Background: an optimization exercise with open tools, aiming at small area, a short achievable clock period and few clock cycles per item. Do not read the settings as production practice. Function was checked by simulation only, so behaviour that the tests miss may differ from the original. Power figures rest on the tool's default switching activity, not on a simulated workload.

==> design/flow/design.v <==
module rt_decoder #(
    parameter integer NB = 80
) (
    input  wire            clk,
    input  wire            rst,
    input  wire            in_valid,
    output wire            in_ready,
    input  wire [6:0]      in_len,
    input  wire [8*NB-1:0] in_buf,
    output reg             out_valid,
    input  wire            out_ready,
    output reg  [1:0]      out_status,       
    output reg  [6:0]      out_need,         
    output reg  [7:0]      out_wmask,
    output reg  [15:0]     out_mosfet_temp,
    output reg  [15:0]     out_motor_temp,
    output reg  [15:0]     out_duty,
    output reg  [31:0]     out_erpm,
    output reg  [15:0]     out_vin,
    output reg  [31:0]     out_tach,
    output reg  [31:0]     out_tach_abs,
    output reg  [7:0]      out_fault
);
    localparam [1:0] ST_DECODED = 2'd0;
    localparam [1:0] ST_TRUNC   = 2'd1;
    localparam [1:0] ST_OTHER   = 2'd2;
    assign in_ready = ~out_valid | out_ready;
    wire take = in_valid & in_ready;
    wire [15:0] H [0:29];
    genvar g;
    generate
        for (g = 0; g < 30; g = g + 1) begin : hw
            assign H[g] = {in_buf[8*(1+2*g) +: 8], in_buf[8*(2+2*g) +: 8]};
        end
    endgenerate
    wire [7:0]  cmd  = in_buf[7:0];
    wire        is32 = (cmd == 8'h32);
    wire        is04 = (cmd == 8'h04);
    wire        is33 = (cmd == 8'h33);
    wire [31:0] m    = {in_buf[8*1 +: 8], in_buf[8*2 +: 8], in_buf[8*3 +: 8], in_buf[8*4 +: 8]};
    wire [4:0] K1  = {4'd0, m[0]};
    wire [4:0] K2  = K1 + {4'd0, m[1]};
    wire [4:0] K3  = K2 + {3'd0, m[2], 1'b0};
    wire [4:0] K4  = K3 + {3'd0, m[3], 1'b0};
    wire [4:0] K5  = K4 + {4'd0, m[4]};
    wire [4:0] K6  = K5 + {3'd0, m[5], 1'b0};
    wire [4:0] K7  = K6 + {3'd0, m[6], 1'b0};
    wire [4:0] K8  = K7 + {4'd0, m[7]};
    wire [4:0] K9  = K8 + {4'd0, m[8]};
    wire [4:0] K10 = K9 + {3'd0, m[9], 1'b0};
    wire [4:0] K11 = K10 + {3'd0, m[10], 1'b0};
    wire [4:0] K12 = K11 + {3'd0, m[11], 1'b0};
    wire [4:0] K13 = K12 + {3'd0, m[12], 1'b0};
    wire [4:0] K14 = K13 + {3'd0, m[13], 1'b0};
    wire [4:0] K15 = K14 + {3'd0, m[14], 1'b0};
    wire [4:0] K16 = K15 + {3'd0, m[15], 1'b0};
    wire [6:0] S16 = {1'b0, K16, 1'b0};
    wire [6:0] S17 = S16 + {6'd0, m[16]};
    wire [6:0] S18 = S17 + {6'd0, m[17]};
    wire [6:0] S19 = S18 + {6'd0, m[18]};
    wire [6:0] S20 = S19 + {4'd0, m[19], 2'b0};
    wire [6:0] S21 = S20 + {4'd0, m[20], 2'b0};
    wire [4:0] KE [0:15];
    assign KE[0]  = 5'd1;      assign KE[1]  = K1 + 5'd1;
    assign KE[2]  = K2 + 5'd2; assign KE[3]  = K3 + 5'd2;
    assign KE[4]  = K4 + 5'd1; assign KE[5]  = K5 + 5'd2;
    assign KE[6]  = K6 + 5'd2; assign KE[7]  = K7 + 5'd1;
    assign KE[8]  = K8 + 5'd1; assign KE[9]  = K9 + 5'd2;
    assign KE[10] = K10 + 5'd2; assign KE[11] = K11 + 5'd2;
    assign KE[12] = K12 + 5'd2; assign KE[13] = K13 + 5'd2;
    assign KE[14] = K14 + 5'd2; assign KE[15] = K15 + 5'd2;
    wire [6:0] SE [16:21];
    assign SE[16] = S16 + 7'd1; assign SE[17] = S17 + 7'd1;
    assign SE[18] = S18 + 7'd1; assign SE[19] = S19 + 7'd4;
    assign SE[20] = S20 + 7'd4; assign SE[21] = S21 + 7'd4;
    wire [6:0] L  = in_len - 7'd5;         
    wire [5:0] Lh = L[6:1];
    reg        w_tr;
    reg  [6:0] w_need;
    integer i;
    always @(*) begin
        w_tr   = 1'b0;
        w_need = 7'd0;
        for (i = 21; i >= 16; i = i - 1)
            if (m[i] && (SE[i] > L)) begin
                w_tr   = 1'b1;
                w_need = SE[i] + 7'd5;
            end
        for (i = 15; i >= 0; i = i - 1)
            if (m[i] && ({1'b0, KE[i]} > Lh)) begin
                w_tr   = 1'b1;
                w_need = {1'b0, KE[i], 1'b0} + 7'd5;
            end
    end
    wire [4:0] j_mosfet = is04 ? 5'd0  : 5'd2;
    wire [4:0] j_motor  = is04 ? 5'd1  : is32 ? 5'd3  : K1 + 5'd2;
    wire [4:0] j_duty   = is04 ? 5'd10 : is32 ? 5'd4  : K4 + 5'd2;
    wire [4:0] j_erpm   = is04 ? 5'd11 : is32 ? 5'd5  : K5 + 5'd2;
    wire [4:0] j_vin    = is04 ? 5'd13 : is32 ? 5'd7  : K7 + 5'd2;
    wire [4:0] j_tach   = is04 ? 5'd22 : is32 ? 5'd8  : K13 + 5'd2;
    wire [4:0] j_tacha  = is04 ? 5'd24 : is32 ? 5'd10 : K14 + 5'd2;
    wire [4:0] j_fault  = is04 ? 5'd26 : is32 ? 5'd12 : K16 + 5'd2;
    wire [15:0] v_mosfet = H[j_mosfet];
    wire [15:0] v_motor  = H[j_motor];
    wire [15:0] v_duty   = H[j_duty];
    wire [31:0] v_erpm   = {H[j_erpm], H[j_erpm + 5'd1]};
    wire [15:0] v_vin    = H[j_vin];
    wire [31:0] v_tach   = {H[j_tach], H[j_tach + 5'd1]};
    wire [31:0] v_tacha  = {H[j_tacha], H[j_tacha + 5'd1]};
    wire [15:0] v_fault  = H[j_fault];
    reg [1:0] st;
    reg [6:0] need;
    reg [7:0] wm;
    always @(*) begin
        st   = ST_OTHER;
        need = 7'd0;
        wm   = 8'd0;
        if (is32) begin
            if (in_len < 7'd26) begin st = ST_TRUNC; need = 7'd26; end
            else begin st = ST_DECODED; wm = 8'hff; end
        end else if (is04) begin
            if (in_len < 7'd54) begin st = ST_TRUNC; need = 7'd54; end
            else begin st = ST_DECODED; wm = 8'hff; end
        end else if (is33) begin
            if (in_len < 7'd5) begin st = ST_TRUNC; need = 7'd5; end
            else if (w_tr) begin st = ST_TRUNC; need = w_need; end
            else begin
                st = ST_DECODED;
                wm = {m[16], m[14], m[13], m[7], m[5], m[4], m[1], m[0]};
            end
        end
    end
    always @(posedge clk) begin
        if (rst)
            out_valid <= 1'b0;
        else if (take)
            out_valid <= 1'b1;
        else if (out_ready)
            out_valid <= 1'b0;
        if (take) begin
            out_status      <= st;
            out_need        <= need;
            out_wmask       <= wm;
            out_mosfet_temp <= v_mosfet;
            out_motor_temp  <= v_motor;
            out_duty        <= v_duty;
            out_erpm        <= v_erpm;
            out_vin         <= v_vin;
            out_tach        <= v_tach;
            out_tach_abs    <= v_tacha;
            out_fault       <= v_fault[15:8];
        end
    end
endmodule
==> design/flow/run.sh <==
#!/bin/bash
# synth_recipe.tcl (not shown) runs the flow's synth.tcl, then flattens the netlist and writes it again
# the make line also repeats each setting of config.mk as NAME=value (left out here)
make -C /OpenROAD-flow-scripts/flow DESIGN_CONFIG=/design/flow/config.mk WORK_HOME=/design/flow/orfs CLKGATE_MAP_FILE= SYNTH_SCRIPT=/design/flow/synth_recipe.tcl finish
==> design/flow/config.mk <==
export PLATFORM = sky130hd
export DESIGN_NAME = rt_decoder
export DESIGN_NICKNAME = rt_decoder
export VERILOG_FILES = /design/flow/design.v
export SDC_FILE = /design/flow/constraint.sdc
export NUM_CORES = 4
export LEC_CHECK = 0
export CAP_MARGIN = 20
export CORE_MARGIN = 2
export CORE_UTILIZATION = 40
export SLEW_MARGIN = 20
==> design/flow/constraint.sdc <==
create_clock -name core_clock -period 12.0 [get_ports {clk}]
set_input_delay 2.4000 -clock core_clock [delete_from_list [all_inputs] [get_ports {clk}]]
set_output_delay 2.4000 -clock core_clock [all_outputs]
set_load 0.01 [all_outputs]
==> results.txt <==
==> kinds of logic after synthesis <==
group                    Yosys count
AO/OA/AOI/OAI                   2324
buffers and inverters            932
multiplexers                     171
XOR/XNOR                         157
flip-flops                       186
adder cells (fa/ha/maj)          182
AND/OR/NAND/NOR                 1749
==> through the flow <==
step	cell area (sq um)	std cells	util, %
floorplan	40770	5701	-
global placement	50850	7436	50.63
detailed placement	50910	7440	50.69
CTS	51510	7471	51.29
==> how the worst min path moves through the flow <==
stage	start	end	cells past startpoint
after detailed placement	out_valid$_SDFFE_PP0P_	out_valid$_SDFFE_PP0P_	2
after global placement	out_valid$_SDFFE_PP0P_	out_valid$_SDFFE_PP0P_	2
after CTS	out_valid$_SDFFE_PP0P_	out_valid$_SDFFE_PP0P_	2
after floorplan	out_valid$_SDFFE_PP0P_	out_valid$_SDFFE_PP0P_	2
==> synthesized netlist by cell type (all sizes together) (105+ instances only) <==
library cell / count
o21ai: 198
ha: 178
a22oi: 581
a31oi: 105
nand4: 145
nor3: 117
nand3: 231
clkbuf: 642
mux2i: 125
a22o: 118
nor2: 392
nand2: 660
a21oi: 310
buf: 206
a222oi: 341
a221oi: 297
edfxtp: 185
==> per-layer routing <==
metal  global-route usage [%]  overflow
met5                    55.56         1
met4                    73.43        72
met3                    74.10        24
met2                    90.00        65
met1                    84.51        14
==> power groups by stage <==
| stage | Clock, uW | Combinational (uW) | Sequential [uW] |
|---|---|---|---|
| 2_1_floorplan | 0 | 22000 | 1960 |
| 3_3_place_gp | 0 | 38600 | 1840 |
| 3_5_place_dp | 0 | 38600 | 1850 |
| 4_1_cts | 673 | 38900 | 1840 |
==> results.sh <==
export IMPL_place_ws_ns=-0.5151
export IMPL_grt_pass1_wl_microns=599100
export IMPL_row_count=116
export IMPL_post_cts_setup_buffers=0
export IMPL_clockBufferDepth=2
export IMPL_cts_max_level=4
export IMPL_synth_top_family_by_area="compound AO/OA/AOI/OAI gates"
export IMPL_synth_xor_area_share_pct=4.076
export IMPL_cts_sinks=186
export IMPL_synth_area_leaders="edfxtp_1 (14%), a22oi_1 (11%), a222oi_1 (8.4%), a221oi_1 (6.4%), nand2_1 (6.1%)"
export IMPL_synth_cell_types=100
export IMPL_io_pins=838
export IMPL_error_line="[ERROR GRT-0116] Global routing finished with congestion. Check the congestion regions in the DRC Viewer."
export IMPL_die_w_microns=322.8
export IMPL_lastStage="5_1_grt"
export IMPL_synth_simple_area_share_pct=19.66
export IMPL_synth_top_cell_by_area="edfxtp_1"
export IMPL_syn_avg_cell_area_sq_um=7.129
export IMPL_portBuffers=685
export IMPL_synth_compound_area_share_pct=43.69
export IMPL_synth_area_sq_um=40650
export IMPL_dp_hpwl_microns=291300
export IMPL_initial_core_util_pct=40.47
export IMPL_die_h_microns=322.8
export IMPL_synthMuxAreaShare_pct=4.380
export IMPL_syn_instance_count=5701
export IMPL_synth_fp_nets=6531
export IMPL_grt_max_degree=71
export IMPL_yosysWarnings=1
export IMPL_cts_hold_buf=0
export IMPL_grt_util_all_layers_pct=81.56
export IMPL_cts_resized_gates=0
export IMPL_gp_congestion=1.314
export IMPL_grt_pass1_vias=68090
export IMPL_cts_root_buffer="clkbuf_16"
export IMPL_synth_adder_area_share_pct=5.606
export IMPL_numCtsBuffers=17
export IMPL_grt_ovfl_total=176
export IMPL_status="stopped before the end"
export IMPL_yosys_most_used_dff="edfxtp_1"
export IMPL_synth_seq_area_share_pct=13.72
export IMPL_ys_async_sr_fraction_pct=0
export IMPL_synth_edf_count=185
export IMPL_synth_seq_cells=186
export IMPL_netlist_area_leader_share_pct=13.67
Testbench counts, summed over its fixed seeds: cycles 12,008, items 12,000.
